Context: an optimization exercise on an open-source flow, tuned for small area, a short achievable clock period and few clock cycles. The choices shown serve that exercise and are no tape-out recipe.
In this exercise RTL edits were held to simulation tests only and were not proved equivalent to the original.
Power is estimated from default activity; no workload was simulated.

===== flow/config.mk =====
export PLATFORM = sky130hd
export DESIGN_NAME = lcd_draw
export DESIGN_NICKNAME = lcd_draw
export VERILOG_FILES = /design/flow/design.v
export SDC_FILE = /design/flow/constraint.sdc
export NUM_CORES = 4
export LEC_CHECK = 0
export CAP_MARGIN = 20
export CORE_MARGIN = 2
export CORE_UTILIZATION = 40
export SLEW_MARGIN = 20

===== flow/design.v =====
module lcd_draw (
    input  wire        clk,
    input  wire        rst,           
    input  wire        cmd_valid,
    output wire        cmd_ready,
    input  wire [7:0]  cmd_op,
    input  wire [31:0] cmd_arg0,
    input  wire [31:0] cmd_arg1,
    input  wire [15:0] cmd_color,
    output reg         out_valid,
    input  wire        out_ready,
    output reg  [7:0]  out_data,
    output reg         out_dc,
    output reg         out_last,
    output wire        idle
);
    localparam [7:0] OP_SET_WINDOW = 8'h02,
                     OP_ROTATION   = 8'h03,
                     OP_FILL       = 8'h04,
                     OP_FILL_RECT  = 8'h05,
                     OP_PIXEL      = 8'h06,
                     OP_HLINE      = 8'h07,
                     OP_VLINE      = 8'h08,
                     OP_RECT       = 8'h09,
                     OP_LINE       = 8'h0A;
    localparam [7:0] CMD_CASET  = 8'h2A,
                     CMD_PASET  = 8'h2B,
                     CMD_RAMWR  = 8'h2C,
                     CMD_MADCTL = 8'h36;
    localparam [3:0] S_IDLE     = 4'd0,
                     S_DISPATCH = 4'd1,
                     S_PREP     = 4'd2,
                     S_EMIT     = 4'd3,
                     S_RETURN   = 4'd4,
                     S_LSETUP1  = 4'd5,
                     S_LSETUP2  = 4'd6,
                     S_LWALK    = 4'd7;
    localparam [1:0] CL_NONE = 2'd0, CL_H = 2'd1, CL_V = 2'd2;
    localparam [1:0] EK_WIN = 2'd0, EK_WINDATA = 2'd1, EK_ROT = 2'd2;
    localparam integer W = 20;    
    reg [3:0]  state;
    reg [7:0]  op;
    reg [31:0] a0, a1;
    reg [15:0] color;
    reg        swapped;
    wire signed [W-1:0] width  = swapped ? 20'sd320 : 20'sd240;
    wire signed [W-1:0] height = swapped ? 20'sd240 : 20'sd320;
    reg signed [W-1:0] rx, ry, rw, rh;
    reg [1:0]  rclamp;
    reg        rdata;      
    reg [1:0]  ekind;
    reg [3:0]  hidx;       
    reg        in_data;
    reg [17:0] dleft;      
    reg [15:0] wx0, wx1, wy0, wy1;
    reg [7:0]  madctl;
    reg [1:0]  rect_step;
    reg               steep;
    reg signed [W-1:0] lx0, ly0, lx1, ly1;   
    reg signed [W-1:0] lx, ly, lxs, ldx, ldy, lerr, ldlen;
    reg               lystep_neg;
    reg               walk_done;
    assign cmd_ready = (state == S_IDLE);
    assign idle      = (state == S_IDLE);
    reg signed [W-1:0] pw, ph, px1, py1;
    reg               pvalid;
    reg [16:0]        pcount;
    always @(*) begin
        pw = rw;
        ph = rh;
        if (rclamp == CL_H && (rx + rw > width))
            pw = width - rx;
        if (rclamp == CL_V && (ry + rh > height))
            ph = height - ry;
        px1 = rx + pw - 1;
        py1 = ry + ph - 1;
        pvalid = (rx >= 0) && (pw >= 1) && (px1 < width) &&
                 (ry >= 0) && (ph >= 1) && (py1 < height);
        pcount = pw[8:0] * ph[8:0];
    end
    wire signed [W-1:0] c_x0 = {{(W-16){a0[15]}}, a0[15:0]};
    wire signed [W-1:0] c_y0 = {{(W-16){a0[31]}}, a0[31:16]};
    wire signed [W-1:0] c_x1 = {{(W-16){a1[15]}}, a1[15:0]};
    wire signed [W-1:0] c_y1 = {{(W-16){a1[31]}}, a1[31:16]};
    wire signed [W-1:0] c_w  = {{(W-16){a1[15]}}, a1[15:0]};
    wire signed [W-1:0] c_h  = {{(W-16){a1[31]}}, a1[31:16]};
    wire signed [W-1:0] adx = (c_x1 > c_x0) ? c_x1 - c_x0 : c_x0 - c_x1;
    wire signed [W-1:0] ady = (c_y1 > c_y0) ? c_y1 - c_y0 : c_y0 - c_y1;
    wire signed [W-1:0] w_dlen = ldlen + 1;
    wire signed [W-1:0] w_err  = lerr - ldy;
    always @(*) begin
        out_valid = (state == S_EMIT);
        out_data  = 8'h00;
        out_dc    = 1'b1;
        out_last  = 1'b0;
        if (ekind == EK_ROT) begin
            if (hidx == 4'd0) begin
                out_data = CMD_MADCTL;
                out_dc   = 1'b0;
            end else begin
                out_data = madctl;
                out_last = 1'b1;
            end
        end else if (!in_data) begin
            case (hidx)
                4'd0:  begin out_data = CMD_CASET; out_dc = 1'b0; end
                4'd1:  out_data = wx0[15:8];
                4'd2:  out_data = wx0[7:0];
                4'd3:  out_data = wx1[15:8];
                4'd4:  begin out_data = wx1[7:0]; out_last = 1'b1; end
                4'd5:  begin out_data = CMD_PASET; out_dc = 1'b0; end
                4'd6:  out_data = wy0[15:8];
                4'd7:  out_data = wy0[7:0];
                4'd8:  out_data = wy1[15:8];
                4'd9:  begin out_data = wy1[7:0]; out_last = 1'b1; end
                default: begin out_data = CMD_RAMWR; out_dc = 1'b0; out_last = 1'b1; end
            endcase
        end else begin
            out_data = dleft[0] ? color[7:0] : color[15:8];
            out_last = (dleft == 18'd1);
        end
    end
    always @(posedge clk) begin
        if (rst) begin
            state     <= S_IDLE;
            swapped   <= 1'b0;
            op        <= 8'h00;
            ekind     <= EK_WIN;
            hidx      <= 4'd0;
            in_data   <= 1'b0;
            dleft     <= 18'd0;
            rect_step <= 2'd0;
            walk_done <= 1'b0;
        end else begin
            case (state)
            S_IDLE: begin
                if (cmd_valid) begin
                    op    <= cmd_op;
                    a0    <= cmd_arg0;
                    a1    <= cmd_arg1;
                    color <= cmd_color;
                    state <= S_DISPATCH;
                end
            end
            S_DISPATCH: begin
                rect_step <= 2'd0;
                rdata     <= 1'b1;
                rclamp    <= CL_NONE;
                state     <= S_PREP;
                case (op)
                OP_SET_WINDOW: begin
                    rx    <= c_x0;
                    ry    <= c_x1;
                    rw    <= c_y0 - c_x0 + 1;
                    rh    <= c_y1 - c_x1 + 1;
                    rdata <= 1'b0;
                end
                OP_ROTATION: begin
                    swapped <= a0[0];
                    case (a0[2:0])
                        3'd0: madctl <= 8'h08;
                        3'd1: madctl <= 8'h68;
                        3'd2: madctl <= 8'hC8;
                        3'd3: madctl <= 8'hA8;
                        3'd4: madctl <= 8'h48;
                        3'd5: madctl <= 8'h28;
                        3'd6: madctl <= 8'h88;
                        default: madctl <= 8'hE8;
                    endcase
                    ekind   <= EK_ROT;
                    hidx    <= 4'd0;
                    in_data <= 1'b0;
                    state   <= S_EMIT;
                end
                OP_FILL: begin
                    rx <= 0;
                    ry <= 0;
                    rw <= width;
                    rh <= height;
                end
                OP_FILL_RECT: begin
                    rx <= c_x0;
                    ry <= c_y0;
                    rw <= c_w;
                    rh <= c_h;
                end
                OP_PIXEL: begin
                    rx <= c_x0;
                    ry <= c_y0;
                    rw <= 1;
                    rh <= 1;
                end
                OP_HLINE, OP_RECT: begin
                    rx     <= c_x0;
                    ry     <= c_y0;
                    rw     <= c_w;
                    rh     <= 1;
                    rclamp <= CL_H;
                end
                OP_VLINE: begin
                    rx     <= c_x0;
                    ry     <= c_y0;
                    rw     <= 1;
                    rh     <= c_w;
                    rclamp <= CL_V;
                end
                OP_LINE: begin
                    state <= S_LSETUP1;
                end
                default: begin
                    state <= S_IDLE;
                end
                endcase
            end
            S_PREP: begin
                if (pvalid) begin
                    wx0     <= rx[15:0];
                    wx1     <= px1[15:0];
                    wy0     <= ry[15:0];
                    wy1     <= py1[15:0];
                    dleft   <= {pcount, 1'b0};
                    ekind   <= rdata ? EK_WINDATA : EK_WIN;
                    hidx    <= 4'd0;
                    in_data <= 1'b0;
                    state   <= S_EMIT;
                end else begin
                    state <= S_RETURN;
                end
            end
            S_EMIT: begin
                if (out_ready) begin
                    if (ekind == EK_ROT) begin
                        if (hidx == 4'd1)
                            state <= S_RETURN;
                        hidx <= hidx + 1;
                    end else if (!in_data) begin
                        if (hidx == 4'd10) begin
                            if (ekind == EK_WINDATA)
                                in_data <= 1'b1;
                            else
                                state <= S_RETURN;
                        end
                        hidx <= hidx + 1;
                    end else begin
                        dleft <= dleft - 1;
                        if (dleft == 18'd1)
                            state <= S_RETURN;
                    end
                end
            end
            S_RETURN: begin
                if (op == OP_RECT && rect_step != 2'd3) begin
                    rect_step <= rect_step + 1;
                    state     <= S_PREP;
                    case (rect_step)
                    2'd0: begin    
                        rx <= c_x0;  ry <= c_y0;  rw <= 1;  rh <= c_h;  rclamp <= CL_V;
                    end
                    2'd1: begin    
                        rx <= c_x0;  ry <= c_y0 + c_h - 1;  rw <= c_w;  rh <= 1;  rclamp <= CL_H;
                    end
                    default: begin  
                        rx <= c_x0 + c_w - 1;  ry <= c_y0;  rw <= 1;  rh <= c_h;  rclamp <= CL_V;
                    end
                    endcase
                end else if (op == OP_LINE && !walk_done) begin
                    state <= S_LWALK;
                end else begin
                    state <= S_IDLE;
                end
            end
            S_LSETUP1: begin
                steep <= (ady > adx);
                if (ady > adx) begin
                    lx0 <= c_y0;  ly0 <= c_x0;  lx1 <= c_y1;  ly1 <= c_x1;
                end else begin
                    lx0 <= c_x0;  ly0 <= c_y0;  lx1 <= c_x1;  ly1 <= c_y1;
                end
                walk_done <= 1'b0;
                state     <= S_LSETUP2;
            end
            S_LSETUP2: begin
                if (lx0 > lx1) begin
                    lx  <= lx1;  lxs <= lx1;  ly <= ly1;
                    lx1 <= lx0;  ly1 <= ly0;
                    ldx <= lx0 - lx1;
                    lerr <= (lx0 - lx1) >>> 1;
                    ldy <= (ly0 > ly1) ? ly0 - ly1 : ly1 - ly0;
                    lystep_neg <= !(ly1 < ly0);
                end else begin
                    lx  <= lx0;  lxs <= lx0;  ly <= ly0;
                    ldx <= lx1 - lx0;
                    lerr <= (lx1 - lx0) >>> 1;
                    ldy <= (ly0 > ly1) ? ly0 - ly1 : ly1 - ly0;
                    lystep_neg <= !(ly0 < ly1);
                end
                ldlen <= 0;
                state <= S_LWALK;
            end
            S_LWALK: begin
                if (w_err < 0) begin
                    lerr  <= w_err + ldx;
                    ldlen <= 0;
                    ly    <= lystep_neg ? ly - 1 : ly + 1;
                    lxs   <= lx + 1;
                    lx    <= lx + 1;
                    walk_done <= (lx == lx1);
                    state <= S_PREP;
                    if (steep) begin
                        rx <= ly;  ry <= lxs;  rw <= 1;  rh <= w_dlen;  rclamp <= CL_V;
                    end else begin
                        rx <= lxs;  ry <= ly;  rw <= w_dlen;  rh <= 1;  rclamp <= CL_H;
                    end
                end else begin
                    lerr  <= w_err;
                    ldlen <= w_dlen;
                    lx    <= lx + 1;
                    if (lx == lx1) begin
                        walk_done <= 1'b1;
                        state <= S_PREP;
                        if (steep) begin
                            rx <= ly;  ry <= lxs;  rw <= 1;  rh <= w_dlen;  rclamp <= CL_V;
                        end else begin
                            rx <= lxs;  ry <= ly;  rw <= w_dlen;  rh <= 1;  rclamp <= CL_H;
                        end
                    end
                end
            end
            default: state <= S_IDLE;
            endcase
        end
    end
endmodule

===== flow/run.sh =====
#!/bin/bash
# synth_recipe.tcl (not shown) runs the flow's synth.tcl, then flattens the netlist and writes it again
# the make line also repeats each setting of config.mk as NAME=value (left out here)
make -C /OpenROAD-flow-scripts/flow DESIGN_CONFIG=/design/flow/config.mk WORK_HOME=/design/flow/orfs CLKGATE_MAP_FILE= SYNTH_SCRIPT=/design/flow/synth_recipe.tcl finish

===== flow/constraint.sdc =====
create_clock -name core_clock -period 9.5 [get_ports {clk}]
set_input_delay 1.9000 -clock core_clock [delete_from_list [all_inputs] [get_ports {clk}]]
set_output_delay 1.9000 -clock core_clock [all_outputs]
set_load 0.01 [all_outputs]

==> reports/metrics.cfg <==
[timing]
skew_ns=0.0447
max_slew_margin=0.225
hold_slack_ns=0.457
slew_viol_final=0
rsz0062_at_grt=true
fmax_mhz=111
finalHoldViolations=0
finalCritPeriodShare=0.952
finalSetupViolations=0
setup_ws_ns=0.459
worstMarginPinSlew_ns=1.16
period_needed_ns=9.04

[synth]
ys_seq_area_frac=0.323
ys_types=93
async_reset_ff_frac=0
syn_area_per_cell_um2=8.93
yosysWarnings=1
synth-edff-count=436
netlist_area_um2=43000
ys_seq_elements=476
synth.net_count=5486
synthFlopType=edfxtp_1
syn_inst=4817

[clock_tree]
clk_latency_ns=0.68
cts_buffers=57
clockBufferDepth=3
cts_sinks=476
clk_pin_slew_ns=0.06
h-tree-depth=2
cts_root_buf=clkbuf_16
cts_tree=done

[job]
maxCapViolations=0

[power_and_ir_drop]
leakage_nw=20.1
p_seq_frac=0.195
p_int_mw=8.39
p_per_area_nw_per_um2=334
peakVddDrop_mv=0.372
p_comb_frac=0.661
swShare=0.481
switchingPower_mw=7.77
clkPwrFrac=0.144

[critical_path]
reg2regPathDepth=36
r2r_start=rw[2]$_DFFE_PP_
slowest_delay_ns=0.54
setup.worst_path.class=register to register
worstSetupEndpointType=register
cp-start-kind=register
cp_max_fo=26
r2r_end=wx1[15]$_DFFE_PP_
r2r_setup_slack_ns=0.46
crit_arrival_ns=9.40
crit_required_ns=9.86
cpMaxStageDelayCell=or4_4

[min_path]
min_to=op[6]$_SDFFE_PP0P_
hp-class=register to register
min_path_cells=2
worstHoldStart=op[6]$_SDFFE_PP0P_

[cells_and_area]
fillCellCount=10500
layout.nets=5599
multi_input_area_um2=26700
drive_above_1_share=0.0675
layout.cells.non_filler=6383
area_growth_pct=12.5
top_regs=a0 x32, a1 x32
regArea_um2=13900

[drt]
wl_per_cell_um=25.3
routed_via_density=5.87
drc_errors=0
wl_um=161000
ant_nets=0
drtIter0Drc=3877
drt-pass1-iter-count=7
vias=37500

[status]
status=no timing/DRC/antenna violations

[global_routing]
grt_max_degree=79
grt_pass1_wl_um=236000
grt_usage=0.287
grt_antenna_before_repair=8
grt_pass1_vias=35900
grt-ovfl-total=0

[placement]
gp_congestion=1.06
dpl_worst_slack_ns=0.0620
dp_hpwl_um=126000
portBuffers=104
place_inst=6260

[floorplan]
io_pins=105
core.rowCount=120
dieHeight_um=332
die_w_um=332
start_util=0.403
core_area_um2=107000
die-area_um2=110000

==> logic make-up after synthesis <==
family,count (synthesis),synth area share
AOI/OAI and AO/OA,1304,0.194
and+or+nand+nor,1299,0.141
buffers and inverters,697,0.0616
adders and majority gates,577,0.180
DFF,476,0.323
xor gates and xnor gates,285,0.0580
muxes,179,0.0424
==> placed cells by master (no fill, tap or decap), types with 57 or more instances in the layout <==
cell type | netlist | layout
inv_1 | 517 | 516
nor3_1 | 84 | 84
edfxtp_1 | 436 | 436
clkdlybuf4s50_1 | 0 | 103
nor2_1 | 372 | 366
nand3_1 | 91 | 89
o21ai_0 | 304 | 301
a21o_1 | 81 | 81
ha_1 | 509 | 508
xnor2_1 | 201 | 199
buf_4 | 4 | 120
a21oi_1 | 399 | 395
mux2i_1 | 153 | 153
fa_1 | 68 | 67
xor2_1 | 84 | 84
nand2_1 | 412 | 410
clkbuf_16 | 0 | 57
==> cell usage after synthesis, drive strengths merged (40+ instances only) <==
master	n	area, um^2
fa	68	1360
nor2	373	1400
mux2i	153	1530
nor3	84	420
nor2b	53	339
clkbuf	145	544
a21oi	400	2010
nand2b	53	332
edfxtp	436	13100
xor2	84	736
dfxtp	40	801
a221oi	41	359
ha	509	6370
nand3	91	455
nor4	44	290
xnor2	201	1760
o21bai	51	383
nand4	41	257
inv	517	1940
nand2	412	1550
o21ai	313	1570
a211oi	43	353
a21o	81	608
==> power groups by stage <==
stage / Combinational, mW / Clock (mW) / Sequential, mW
global route: 11.8 / 2.45 / 3.16
detailed placement: 10.4 / 0 / 3.18
global placement: 10.3 / 0 / 3.18
finish: 10.7 / 2.33 / 3.15
CTS: 10.4 / 2.37 / 3.14
floorplan: 7.17 / 0 / 3.03
==> cell type report <==
cell class	instances	share of cell area
Multi-Input combinational cell	3644	0.553
Timing Repair Buffer	232	0.0433
Antenna cell	3	0.000155
Clock inverter	40	0.0104
Sequential cell	476	0.287
Tap cell	1403	0.0363
Clock buffer	66	0.0302
Inverter	519	0.0402
==> routing by layer <==
metal / GRT usage / up-vias / routed length, um
met2: 0.445 / 1561 / 70100
met4: 0.171 / 8 / 11300
met3: 0.0430 / 388 / 12300
met5: 0 / - / 49
met1: 0.379 / 17900 / 67600
li1: - / 17600 / -
==> worst max-delay path by stage <==
stage	slack, ns	start	end	cells after the start
after global placement	0.33	rx[2]$_DFFE_PP_	wx1[13]$_DFFE_PP_	36
after detailed placement	0.06	rx[2]$_DFFE_PP_	wx1[15]$_DFFE_PP_	36
after floorplan	0.36	ry[0]$_DFFE_PP_	wx0[0]$_DFFE_PP_	37
final	0.46	rw[2]$_DFFE_PP_	wx1[15]$_DFFE_PP_	36
after CTS	0.06	rx[2]$_DFFE_PP_	wy1[6]$_DFFE_PP_	36
after global routing	-0.07	ry[0]$_DFFE_PP_	dleft[11]$_SDFFE_PP0P_	41
==> repair_timing <==
item	CTS	global route
hold buffers	0	0
setup endpoints to repair	0	90
buffers inserted	0	12
gates resized for setup	0	27
==> critical path, delay by kind of cell, from the launching register on <==
kind / cells / cell delay, ns
AO/OA/AOI/OAI: 12 / 2.51
adder cells (fa/ha/maj): 5 / 1.52
XOR/XNOR: 2 / 0.25
buffers and inverters: 6 / 0.79
AND/OR/NAND/NOR: 10 / 2.72
multiplexers: 1 / 0.44
flip-flops: 1 / 0.47
==> per-stage QoR <==
stage          area, um^2   util  TNS [ns]  power, mW
2_1_floorplan       43000      -         0       10.2
3_3_place_gp        46200  0.432         0       13.5
3_5_place_dp        46200  0.432         0       13.5
4_1_cts             48200  0.450         0       15.9
5_1_grt             48400  0.453     -1.03       17.4
6_report            48400  0.453         0       16.2
Testbench counts, summed over its fixed seeds: cycles 595,271.

separate check: timing with driven ports:
Ports are ideal in the flow. The routed layout listed here was re-timed in OpenROAD. Step 1 assumes that a clkbuf_16 drives the clock port and a buf_2 every other input. Step 2 moves the port delays by t, midway between the first and last clock arrival at a register: inputs arrive t later, outputs are due t later. That takes back most of the time a late clock gives input paths. a / b / c = ideal / step 1 / step 2; a / b = the first two.
t, ns: 0.736
setup WS [ns]: 0.459 / 0.459 / 0.459
hold slack, ns: 0.457 / 0.457 / 0.457
worst setup path at the end: register to register
slew at the worst register clock pin (ns): 0.07 / 0.07
After both steps setup and hold are still met in this run. For this run, drivers alone change the setup slack by 0.000 ns; drivers and shift together by 0.000 ns.
